Background: an optimization exercise with open tools, aiming at a short achievable clock period and few clock cycles. Do not read the settings as production practice. The RTL was checked by simulation tests, not by an equivalence proof against the original design.

==> flow/design.v (outline; a module is shown in full before it is edited, if it fits) <==
// module tc_core: 207 lines
// module tc_mul_s1: 1242 lines
// module tc_csa_m: 262 lines
// module tc_csa_f: 326 lines
module tc_core (
    input  wire         clk,
    input  wire         rst,         
    input  wire [31:0]  prog_len,
    output wire [31:0]  imem_addr,
    input  wire [127:0] imem_data,
    output wire [1:0]   run_state,
    output wire [1:0]   cause,
    output wire [31:0]  r0,
    output wire [31:0]  r1,
    output wire [31:0]  r2,
    output wire [31:0]  r3
);
  // ...
==> flow/run.sh <==
#!/bin/bash
# synth_recipe.tcl (not shown) runs the flow's synth.tcl, then flattens the netlist and writes it again
# the make line also repeats each setting of config.mk as NAME=value (left out here)
make -C /OpenROAD-flow-scripts/flow DESIGN_CONFIG=/design/flow/config.mk WORK_HOME=/design/flow/orfs CLKGATE_MAP_FILE= SYNTH_SCRIPT=/design/flow/synth_recipe.tcl finish
==> flow/config.mk <==
export PLATFORM = sky130hd
export DESIGN_NAME = tc_core
export DESIGN_NICKNAME = tc_core
export VERILOG_FILES = /design/flow/design.v
export SDC_FILE = /design/flow/constraint.sdc
export NUM_CORES = 4
export LEC_CHECK = 0
export CAP_MARGIN = 20
export CORE_MARGIN = 2
export CORE_UTILIZATION = 40
export PLACE_DENSITY = 0.6
export SLEW_MARGIN = 20
==> flow/constraint.sdc <==
create_clock -name core_clock -period 12.0 [get_ports {clk}]
set_input_delay 2.4000 -clock core_clock [delete_from_list [all_inputs] [get_ports {clk}]]
set_output_delay 2.4000 -clock core_clock [all_outputs]
set_load 0.01 [all_outputs]
==> run_results.csv, run 1 <==
group,metric,value,unit
timing,relSlewSlack,0.182,
cells_and_area,inverters,706,
clocking,clock_sinks,532,
grt,grt_busiest_layer,"met2",
hold_path,whs_path_depth,2,
clocking,cts_tree,"yes",
placement,portBuffers,324,
critical_path,startpoint,"id_s1[2]",
cells_and_area,largest_reg_flops,177,
die,num_tap_cells,1512,
critical_path,cp_num_cells,22,
timing,rsz0062_at_grt,"no",
synth,synthFlopType,"edfxtp_1",
drt,first_pass_iters,6,
cells_and_area,multi_input_area,28900,um^2
critical_path,worstPathRequired,12590,ps
clocking,clockRootBuffer,"clkbuf_16",
cells_and_area,seq_cell_count,532,
cells_and_area,syn_to_final_growth,15.7,%
timing,fin_crit,7090,ps
synth,synth_top_family_by_area,"adder cells",
drt,wirelength,193000,um
timing,max_freq,0.141,GHz
synth,ys_warn_count,1,
cells_and_area,multi_input_area_share,0.543,
flow_run,cap_violations,0,
critical_path,crit_chain,"buf_4 -> a22oi_1 -> and2_1 -> buf_4 -> clkinv_1 -> nor2_1 -> a21oi_1 -> fa_1 -> fa_1 -> inv_1 -> fa_1 -> inv_1 -> ha_1 -> inv_1 -> a221oi_1 -> o2111ai_1 -> a21o_1 -> nand4_1 -> a21oi_1 -> a221oi_1 -> a21oi_1 -> a21o_1",
drt,wl_met1,76600,um
grt,met3_usage,0.0929,
timing,worst_slack,4910,ps
status,status,"finished clean",
synth,yosysSeqAreaShare,0.296,
die,die_area,118000,um^2
critical_path,rrSetupSlack,4910,ps
drt,highest_layer,"met5",
die,dieHeight,343,um
synth,synth_edf_count,297,
Testbench counts, summed over its fixed seeds: cycles 65,130.
==> module tc_core, before the edit <==
module tc_core (
    input  wire         clk,
    input  wire         rst,         
    input  wire [31:0]  prog_len,
    output wire [31:0]  imem_addr,
    input  wire [127:0] imem_data,
    output wire [1:0]   run_state,
    output wire [1:0]   cause,
    output wire [31:0]  r0,
    output wire [31:0]  r1,
    output wire [31:0]  r2,
    output wire [31:0]  r3
);
    localparam RUNNING = 2'd0, HALT_NORMAL = 2'd1, HALT_FAULT = 2'd2;
    localparam R = 6;
    reg [1:0]  run;
    reg [31:0] x0, x1, x2, x3;
    reg        first;            
    reg [31:0] plen;
    reg [31:0] fpc;
    reg        fstop;            
    reg        rd_go;            
    reg [31:0] rd_val;
    reg        idv;              
    reg [31:0] id_ip;
    reg        id_oor;           
    reg        id_fault;         
    reg        id_exec;          
    reg        id_add, id_mul, id_copy, id_gt, id_eq;
    reg [3:0]  id_s1, id_s2;     
    reg [31:0] id_c1, id_c2;     
    reg [2:0]  id_d;             
    reg        id_pred;          
    reg        id_gj;            
    reg        id_dep;           
    reg        id_f1, id_f2;     
    reg            m2v;
    reg [32*R-1:0] m2rows;
    reg [2:0]      m2d;
    reg            m2gj;
    wire [31:0] f_op = imem_data[127:96];
    wire [31:0] f_a  = imem_data[95:64];
    wire [31:0] f_b  = imem_data[63:32];
    wire [31:0] f_c  = imem_data[31:0];
    wire op_hi0 = (f_op[31:4] == 28'd0);
    wire [3:0] o = f_op[3:0];
    wire op_ok  = op_hi0 && (o <= 4'd11);
    wire is_add  = op_hi0 && (o == 4'd0 || o == 4'd1);
    wire is_mul  = op_hi0 && (o == 4'd2 || o == 4'd3);
    wire is_copy = op_hi0 && (o == 4'd4 || o == 4'd5);
    wire is_gt   = op_hi0 && (o == 4'd6 || o == 4'd7 || o == 4'd8);
    wire is_eq   = op_hi0 && (o == 4'd9 || o == 4'd10 || o == 4'd11);
    wire is_setr = op_hi0 && (o == 4'd4);
    wire a_reg = (o == 4'd0) || (o == 4'd1) || (o == 4'd2) || (o == 4'd3) || (o == 4'd4) ||
                 (o == 4'd7) || (o == 4'd8) || (o == 4'd10) || (o == 4'd11);
    wire b_reg = (o == 4'd0) || (o == 4'd2) || (o == 4'd5) || (o == 4'd6) || (o == 4'd8) ||
                 (o == 4'd9) || (o == 4'd11);
    wire a_ok = (f_a[31:2] == 30'd0);
    wire b_ok = (f_b[31:2] == 30'd0);
    wire c_ok = (f_c[31:2] == 30'd0);
    wire f_fault = op_ok && ((a_reg && !a_ok) || (b_reg && !b_ok) || !c_ok);
    wire c_zero = c_ok && (f_c[1:0] == 2'd0);
    wire f_jump = op_ok && !f_fault && c_zero;            
    wire f_fold = f_jump && is_setr;                       
    wire f_pred = f_jump && (is_gt || is_eq);
    wire f_gj   = f_jump && !is_setr && !is_gt && !is_eq;
    wire f_exec = op_ok && !f_fault && !f_fold;
    wire [1:0] ra = f_a[1:0];
    wire [1:0] rb = f_b[1:0];
    wire [3:0] s1 = !a_reg ? 4'b1000 :
                    (ra == 2'd1) ? 4'b0001 : (ra == 2'd2) ? 4'b0010 : (ra == 2'd3) ? 4'b0100 : 4'b1000;
    wire [3:0] s2 = !b_reg ? 4'b1000 :
                    (rb == 2'd1) ? 4'b0001 : (rb == 2'd2) ? 4'b0010 : (rb == 2'd3) ? 4'b0100 : 4'b1000;
    wire [31:0] c1 = (a_reg) ? fpc : f_a;      
    wire [31:0] c2 = (b_reg) ? fpc : f_b;
    wire [2:0] dsel = {f_c[1:0] == 2'd3, f_c[1:0] == 2'd2, f_c[1:0] == 2'd1};
    wire pend = idv && id_exec && id_mul && !id_gj;    
    wire rd1 = (s1[2:0] & id_d) != 3'd0;               
    wire rd2 = (s2[2:0] & id_d) != 3'd0;
    wire f_f1  = pend && is_add && rd1 && !rd2;
    wire f_f2  = pend && is_add && rd2 && !rd1;
    wire f_dep = pend && (rd1 || rd2) && !f_f1 && !f_f2;
    wire f_oor = first ? ($signed(prog_len) <= 32'sd0)
                       : ($signed(fpc) < 32'sd0 || $signed(fpc) >= $signed(plen));
    wire [31:0] fpc_inc = fpc + 32'd1;
    wire [31:0] b_inc   = f_b + 32'd1;
    wire [31:0] v1 = ({32{id_s1[0]}} & x1) | ({32{id_s1[1]}} & x2) |
                     ({32{id_s1[2]}} & x3) | ({32{id_s1[3]}} & id_c1);
    wire [31:0] v2 = ({32{id_s2[0]}} & x1) | ({32{id_s2[1]}} & x2) |
                     ({32{id_s2[2]}} & x3) | ({32{id_s2[3]}} & id_c2);
    wire [31:0] sum_n = v1 + v2;
    wire [31:0] other = id_f1 ? v2 : v1;
    wire [31:0] sum_f;
    tc_csa_f u_fuse (.rows({other, m2rows}), .sum(sum_f));
    wire [31:0] mres;
    tc_csa_m u_mres (.rows(m2rows), .sum(mres));
    wire gt = $signed(v1) > $signed(v2);
    wire eq = (v1 == v2);
    wire [31:0] sum = (id_f1 || id_f2) ? sum_f : sum_n;
    wire [31:0] eres = ({32{id_add}}  & sum) |
                       ({32{id_copy}} & v2) |
                       {31'd0, (id_gt & gt) | (id_eq & eq)};
    wire [32*R-1:0] rows;
    tc_mul_s1 u_mul (.a(v1), .b(v2), .rows(rows));
    wire running = (run == RUNNING);
    wire stall   = idv && id_dep && m2v;
    wire e_go    = running && idv && !stall;            
    wire e_halt  = e_go && id_oor;
    wire e_fault = e_go && id_fault;
    wire e_do    = e_go && id_exec;
    wire e_wr    = e_do && !id_mul && !id_gj && !id_pred;
    wire mispred = e_do && id_pred && !(id_gt ? gt : eq);
    wire e_safe  = !idv || (!id_oor && !id_fault && !id_pred && !id_gj && !stall &&
                            !(id_exec && id_mul));
    wire f_live  = running && !fstop && !rd_go;
    wire f_halt  = f_live && f_oor && e_safe;           
    always @(posedge clk) begin
        if (rst) begin
            run    <= RUNNING;
            x0     <= 32'd0;
            x1     <= 32'd0;
            x2     <= 32'd0;
            x3     <= 32'd0;
            first  <= 1'b1;
            plen   <= 32'd0;
            fpc    <= 32'd0;
            fstop  <= 1'b0;
            rd_go  <= 1'b0;
            rd_val <= 32'd0;
            idv    <= 1'b0;
            id_dep <= 1'b0;
            id_f1  <= 1'b0;
            id_f2  <= 1'b0;
            m2v    <= 1'b0;
            m2gj   <= 1'b0;
        end else begin
            if (first) plen <= prog_len;
            first <= 1'b0;
            if (e_wr && id_d[0]) x1 <= eres; else if (m2v && m2d[0]) x1 <= mres;
            if (e_wr && id_d[1]) x2 <= eres; else if (m2v && m2d[1]) x2 <= mres;
            if (e_wr && id_d[2]) x3 <= eres; else if (m2v && m2d[2]) x3 <= mres;
            m2v    <= e_do && id_mul;
            m2rows <= rows;
            m2d    <= id_gj ? 3'd0 : id_d;
            m2gj   <= e_do && id_mul && id_gj;
            if (e_halt || e_fault || f_halt) x0 <= e_go && (id_oor || id_fault) ? id_ip : fpc;
            if (e_halt || f_halt) run <= HALT_NORMAL;
            else if (e_fault) run <= HALT_FAULT;
            rd_go <= 1'b0;
            if (e_do && id_gj && !id_mul) begin
                rd_go  <= 1'b1;
                rd_val <= eres;
            end
            if (m2gj) begin
                rd_go  <= 1'b1;
                rd_val <= mres;
            end
            if (stall) begin
                id_dep <= 1'b0;
                id_f1  <= 1'b0;
                id_f2  <= 1'b0;
            end else if (mispred) begin
                idv   <= 1'b0;
                fpc   <= 32'd1;
                fstop <= 1'b0;
            end else if (rd_go) begin
                idv   <= 1'b0;
                fpc   <= rd_val + 32'd1;
                fstop <= 1'b0;
            end else if (!f_live) begin
                idv   <= 1'b0;
            end else begin
                idv      <= 1'b1;
                id_ip    <= fpc;
                id_oor   <= f_oor;
                id_fault <= !f_oor && f_fault;
                id_exec  <= !f_oor && f_exec;
                id_add   <= is_add;
                id_mul   <= is_mul;
                id_copy  <= is_copy;
                id_gt    <= is_gt;
                id_eq    <= is_eq;
                id_s1    <= s1;
                id_s2    <= s2;
                id_c1    <= c1;
                id_c2    <= c2;
                id_d     <= c_zero ? 3'd0 : dsel;
                id_pred  <= !f_oor && f_pred;
                id_gj    <= !f_oor && f_gj;
                id_dep   <= !f_oor && f_exec && f_dep;
                id_f1    <= !f_oor && f_exec && f_f1;
                id_f2    <= !f_oor && f_exec && f_f2;
                if (f_oor || f_fault || f_gj) fstop <= 1'b1;
                else if (f_fold) fpc <= b_inc;
                else if (f_pred) fpc <= 32'd2;
                else fpc <= fpc_inc;
            end
        end
    end
    assign imem_addr = fpc;
    assign run_state = run;
    assign cause     = (run == HALT_FAULT) ? 2'd1 : 2'd0;
    assign r0 = x0;
    assign r1 = x1;
    assign r2 = x2;
    assign r3 = x3;
endmodule
==> run 2, diff against run 1 <==
--- a/flow/design.v
+++ b/flow/design.v
@@ -23,2 +23,8 @@
     reg [31:0] rd_val;
+    localparam NJ = 4;
+    reg [NJ-1:0] jv;
+    reg [31:0]   ja [0:NJ-1];
+    reg [31:0]   jt [0:NJ-1];
+    reg [1:0]    jp;
+    integer      i;
     reg        idv;              
@@ -86,2 +92,13 @@
     wire [31:0] b_inc   = f_b + 32'd1;
+    reg        hs, h1, h2;
+    reg [31:0] ts, t1, t2;
+    always @* begin
+        hs = 1'b0; h1 = 1'b0; h2 = 1'b0;
+        ts = 32'd0; t1 = 32'd0; t2 = 32'd0;
+        for (i = 0; i < NJ; i = i + 1) begin
+            if (jv[i] && ja[i] == fpc_inc) begin hs = 1'b1; ts = ts | jt[i]; end
+            if (jv[i] && ja[i] == 32'd1)   begin h1 = 1'b1; t1 = t1 | jt[i]; end
+            if (jv[i] && ja[i] == 32'd2)   begin h2 = 1'b1; t2 = t2 | jt[i]; end
+        end
+    end
     wire [31:0] v1 = ({32{id_s1[0]}} & x1) | ({32{id_s1[1]}} & x2) |
@@ -135,2 +152,4 @@
             m2gj   <= 1'b0;
+            jv     <= {NJ{1'b0}};
+            jp     <= 2'd0;
         end else begin
@@ -148,2 +167,8 @@
             else if (e_fault) run <= HALT_FAULT;
+            if (f_live && !f_oor && f_fold) begin
+                jv[jp] <= 1'b1;
+                ja[jp] <= fpc;
+                jt[jp] <= b_inc;
+                jp     <= jp + 2'd1;
+            end
             rd_go <= 1'b0;
@@ -163,3 +188,3 @@
                 idv   <= 1'b0;
-                fpc   <= 32'd1;
+                fpc   <= h1 ? t1 : 32'd1;
                 fstop <= 1'b0;
@@ -194,4 +219,4 @@
                 else if (f_fold) fpc <= b_inc;
-                else if (f_pred) fpc <= 32'd2;
-                else fpc <= fpc_inc;
+                else if (f_pred) fpc <= h2 ? t2 : 32'd2;
+                else fpc <= hs ? ts : fpc_inc;
             end
==> run_results.csv, run 2 <==
group,metric,value,unit
drt,drt_iter0_drc,7297,
drt,first_pass_iters,6,
placement,portBuffers,324,
synth,syn_avg_cell_area,9.60,um^2
status,status,"finished clean",
cells_and_area,largest_reg_flops,177,
synth,synth_nets,7114,
critical_path,crit-reg2reg-capture,"rd_val[29]",
grt,grt_pass1_vias,52500,
drt,num_vias,53300,
die,die_area,153000,um^2
synth,synthFlopType,"edfxtp_1",
placement,pre_cts_ws,3610,ps
die,ios,326,
cells_and_area,syn_to_final_growth,15.6,%
timing,relSlewSlack,0.161,
cells_and_area,postLayoutCellArea,69500,um^2
clocking,cts_resized,0,
timing,fin_skew,73.4,ps
drt,ant_nets,0,
timing,rsz0062_at_grt,"no",
placement,dp_hpwl,203000,um
drt,wirelength,277000,um
synth,ys_warn_count,1,
synth,synthTopCellsByArea,"edfxtp_1 28%, fa_1 16%, dfxtp_1 8.0%",
die,std_cell_rows,142,
critical_path,path_max_fanout,32,
critical_path,setup.worst_path.class,"reg -> reg",
cells_and_area,nets,7342,
timing,setup_viol_count_final,0,
grt,grt_max_degree,92,
timing,setup_tns,0,ps
clocking,cts_buffers,94,
hold_path,hold_start,"jv[0]",
critical_path,r2r_cells,25,
grt,grt_pass1_wl,390000,um
critical_path,startpoint,"id_s2[2]",
timing,max_freq,0.115,GHz
drt,viasPerCell,6.20,
timing,fin_crit,8690,ps
flow_run,cap_violations,0,
hold_path,holdPathEnd,"jv[0]",
grt,overflow,0,
critical_path,rrSetupSlack,3310,ps
die,dieHeight,392,um
clocking,hold_buffers,0,
placement,dp.cells,8407,
timing,period_share,0.724,
cells_and_area,finish.utilization,0.464,
cells_and_area,layout_commonest_cell,"nor2_1",
clocking,post-cts-setup-buffers,0,
hold_path,hold_class,"reg -> reg",
cells_and_area,fin_cells,8593,
synth,netlist_top_cells_count,"780 x nor2_1, 721 x inv_1, 553 x edfxtp_1, 527 x nand2_1, 493 x fa_1",
clocking,clk_latency,780,ps
synth,synth_edf_count,553,
die,die_x,392,um
grt,gr-usage-all-layers,0.357,
critical_path,reg2reg_from,"id_s2[2]",
synth,ys_async_sr_fraction,0,
critical_path,worstPathRequired,12570,ps
critical_path,setup.worst_path.end_class,"register",
grt,antenna_found_initial,18,
critical_path,worstPathArrival,9250,ps
clocking,cts_tree,"yes",
placement,dpl_cell_area,66100,um^2
synth,netlist.area_leader.share,0.276,
cells_and_area,largest_registers,"m2rows: 177 flops, ja: 128 flops, jt: 128 flops",
placement,globalplace.congestion,1.05,
clocking,clkTransAtPathRegs,60,ps
synth,yosysSeqAreaShare,0.356,
clocking,cts_buffer_depth,3,
cells_and_area,drive_gt1_frac,0.0690,
synth,mappedNetlistArea,60100,um^2
cells_and_area,regMostFlops,"m2rows",
clocking,htree_levels,3,
clocking,clock_sinks,794,
synth,synth-seq-cells,794,
cells_and_area,final_cell_mix,"778 x nor2_1, 720 x inv_1, 553 x edfxtp_1",
synth,netlist-cell-type-count,98,
hold_path,whs_path_depth,1,
synth,syn_inst,6260,
timing,tightestPinTransition,1260,ps
clocking,clockRootBuffer,"clkbuf_16",
timing,worst_slack,3310,ps
timing,finalHoldViolCount,0,
drt,drc,0,
synth,yosysMostFrequentCell,"nor2_1",
die,coreArea,150000,um^2
critical_path,crit_path_start_kind,"register",
synth,synth_top_area_cell,"edfxtp_1",
drt,wl_per_cell,32.2,um
timing,drv_slew,0,
die,initial_utilization,0.402,
run 2: changes by cell type in the layout (fill, tap and decap cells not counted), sizes merged, moves of 31 or more:
cell	change
a31oi	+35
buf	+58
clkbuf	+37
xnor2	+80
nor2	+163
nand4	+40
edfxtp	+256
xor2	+31
nor4	+58
o21ai	+35
a21oi	+57
a22oi	+123
inv	+33
run 2: layout make-up:
type                    count  area (um^2)
fillers                 14200        80100
multi-input cells        4367        34900
flip-flops and latches    794        21400
repair buffers            498         4550
inverters                 733         2760
well taps                2016         2520
clock buffers             117         2510
clock inverters            60          827
diodes                      8         20.0
run 2: cells by family (layout without fill, tap and decap cells):
family / count (synthesis) / count (layout) / share of synthesized area
other cells: 1 / 9 / 0.0000624
fa+ha+maj: 693 / 693 / 0.206
flops: 794 / 794 / 0.356
compound gates: 1300 / 1300 / 0.151
simple gates: 1919 / 1919 / 0.147
mux: 123 / 123 / 0.0211
xor+xnor: 331 / 331 / 0.0494
buf+inv: 1099 / 1408 / 0.0699
run 2: per-stage QoR:
step           hold slack [ps]
3_3_place_gp               461
3_5_place_dp               464
6_report                   481
2_1_floorplan              440
5_1_grt                    505
4_1_cts                    478
run 2: metal layers:
metal,vias up,global-route usage,share of wire,wire (um)
met3,876,0.0878,0.11,30900
met1,26500,0.462,0.38,106000
li1,22300,-,-,-
met2,3673,0.542,0.44,120000
met4,12,0.210,0.070,19400
met5,-,0,0.00026,73
run 2: how the worst max path moves through the flow:
| stage | slack, ps | to |
|---|---|---|
| 2_1_floorplan | 2980 | id_add |
| 3_5_place_dp | 3610 | rd_val[29] |
| 5_1_grt | 3060 | rd_val[29] |
| 6_report | 3310 | rd_val[29] |
| 4_1_cts | 3460 | rd_val[29] |
| 3_3_place_gp | 3740 | rd_val[29] |
run 2: worst max-delay path: stages (launching register included):
cell and delay, ps:
edfxtp_1 320, buf_4 410, a22oi_1 170, nand2_1 450, clkinv_1 760, a21oi_1 620, fa_1 510, fa_1 570
inv_1 60, fa_1 510, inv_1 40, ha_1 370, a21o_1 200, a21oi_1 150, o21bai_1 100, a21o_1 190
a221oi_1 730, o21ai_0 220, buf_4 210, a311oi_1 710, o21bai_1 120, a21oi_1 210, xnor2_1 90, a221oi_1 490
a211o_1 200, a21oi_1 60
Testbench counts of run 2, summed over its fixed seeds: cycles 56,466.

==> static timing again, ports no longer ideal <==
The results above use ideal ports. As a check the final layouts listed here were re-extracted and re-timed, cells and wires unchanged.
Step 1, drivers: a clkbuf_16 drives clk and a buf_2 each remaining input, both assumed.
Step 2 times the ports against the registers' clock, not the clock port: input delays grow and output delays shrink by t, the midpoint of the rising clock arrivals with the driver on.
Three values: ideal ports, drivers, drivers and shift; two values: the first two.
run | t, ns | setup slack, ns | cell pins on the clock port's net
run 1 | 0.775 | 4.906 / 4.906 / 4.906 | 1
run 2 | 0.830 | 3.312 / 3.312 / 3.312 | 1
After both steps setup and hold are still met in every run listed.
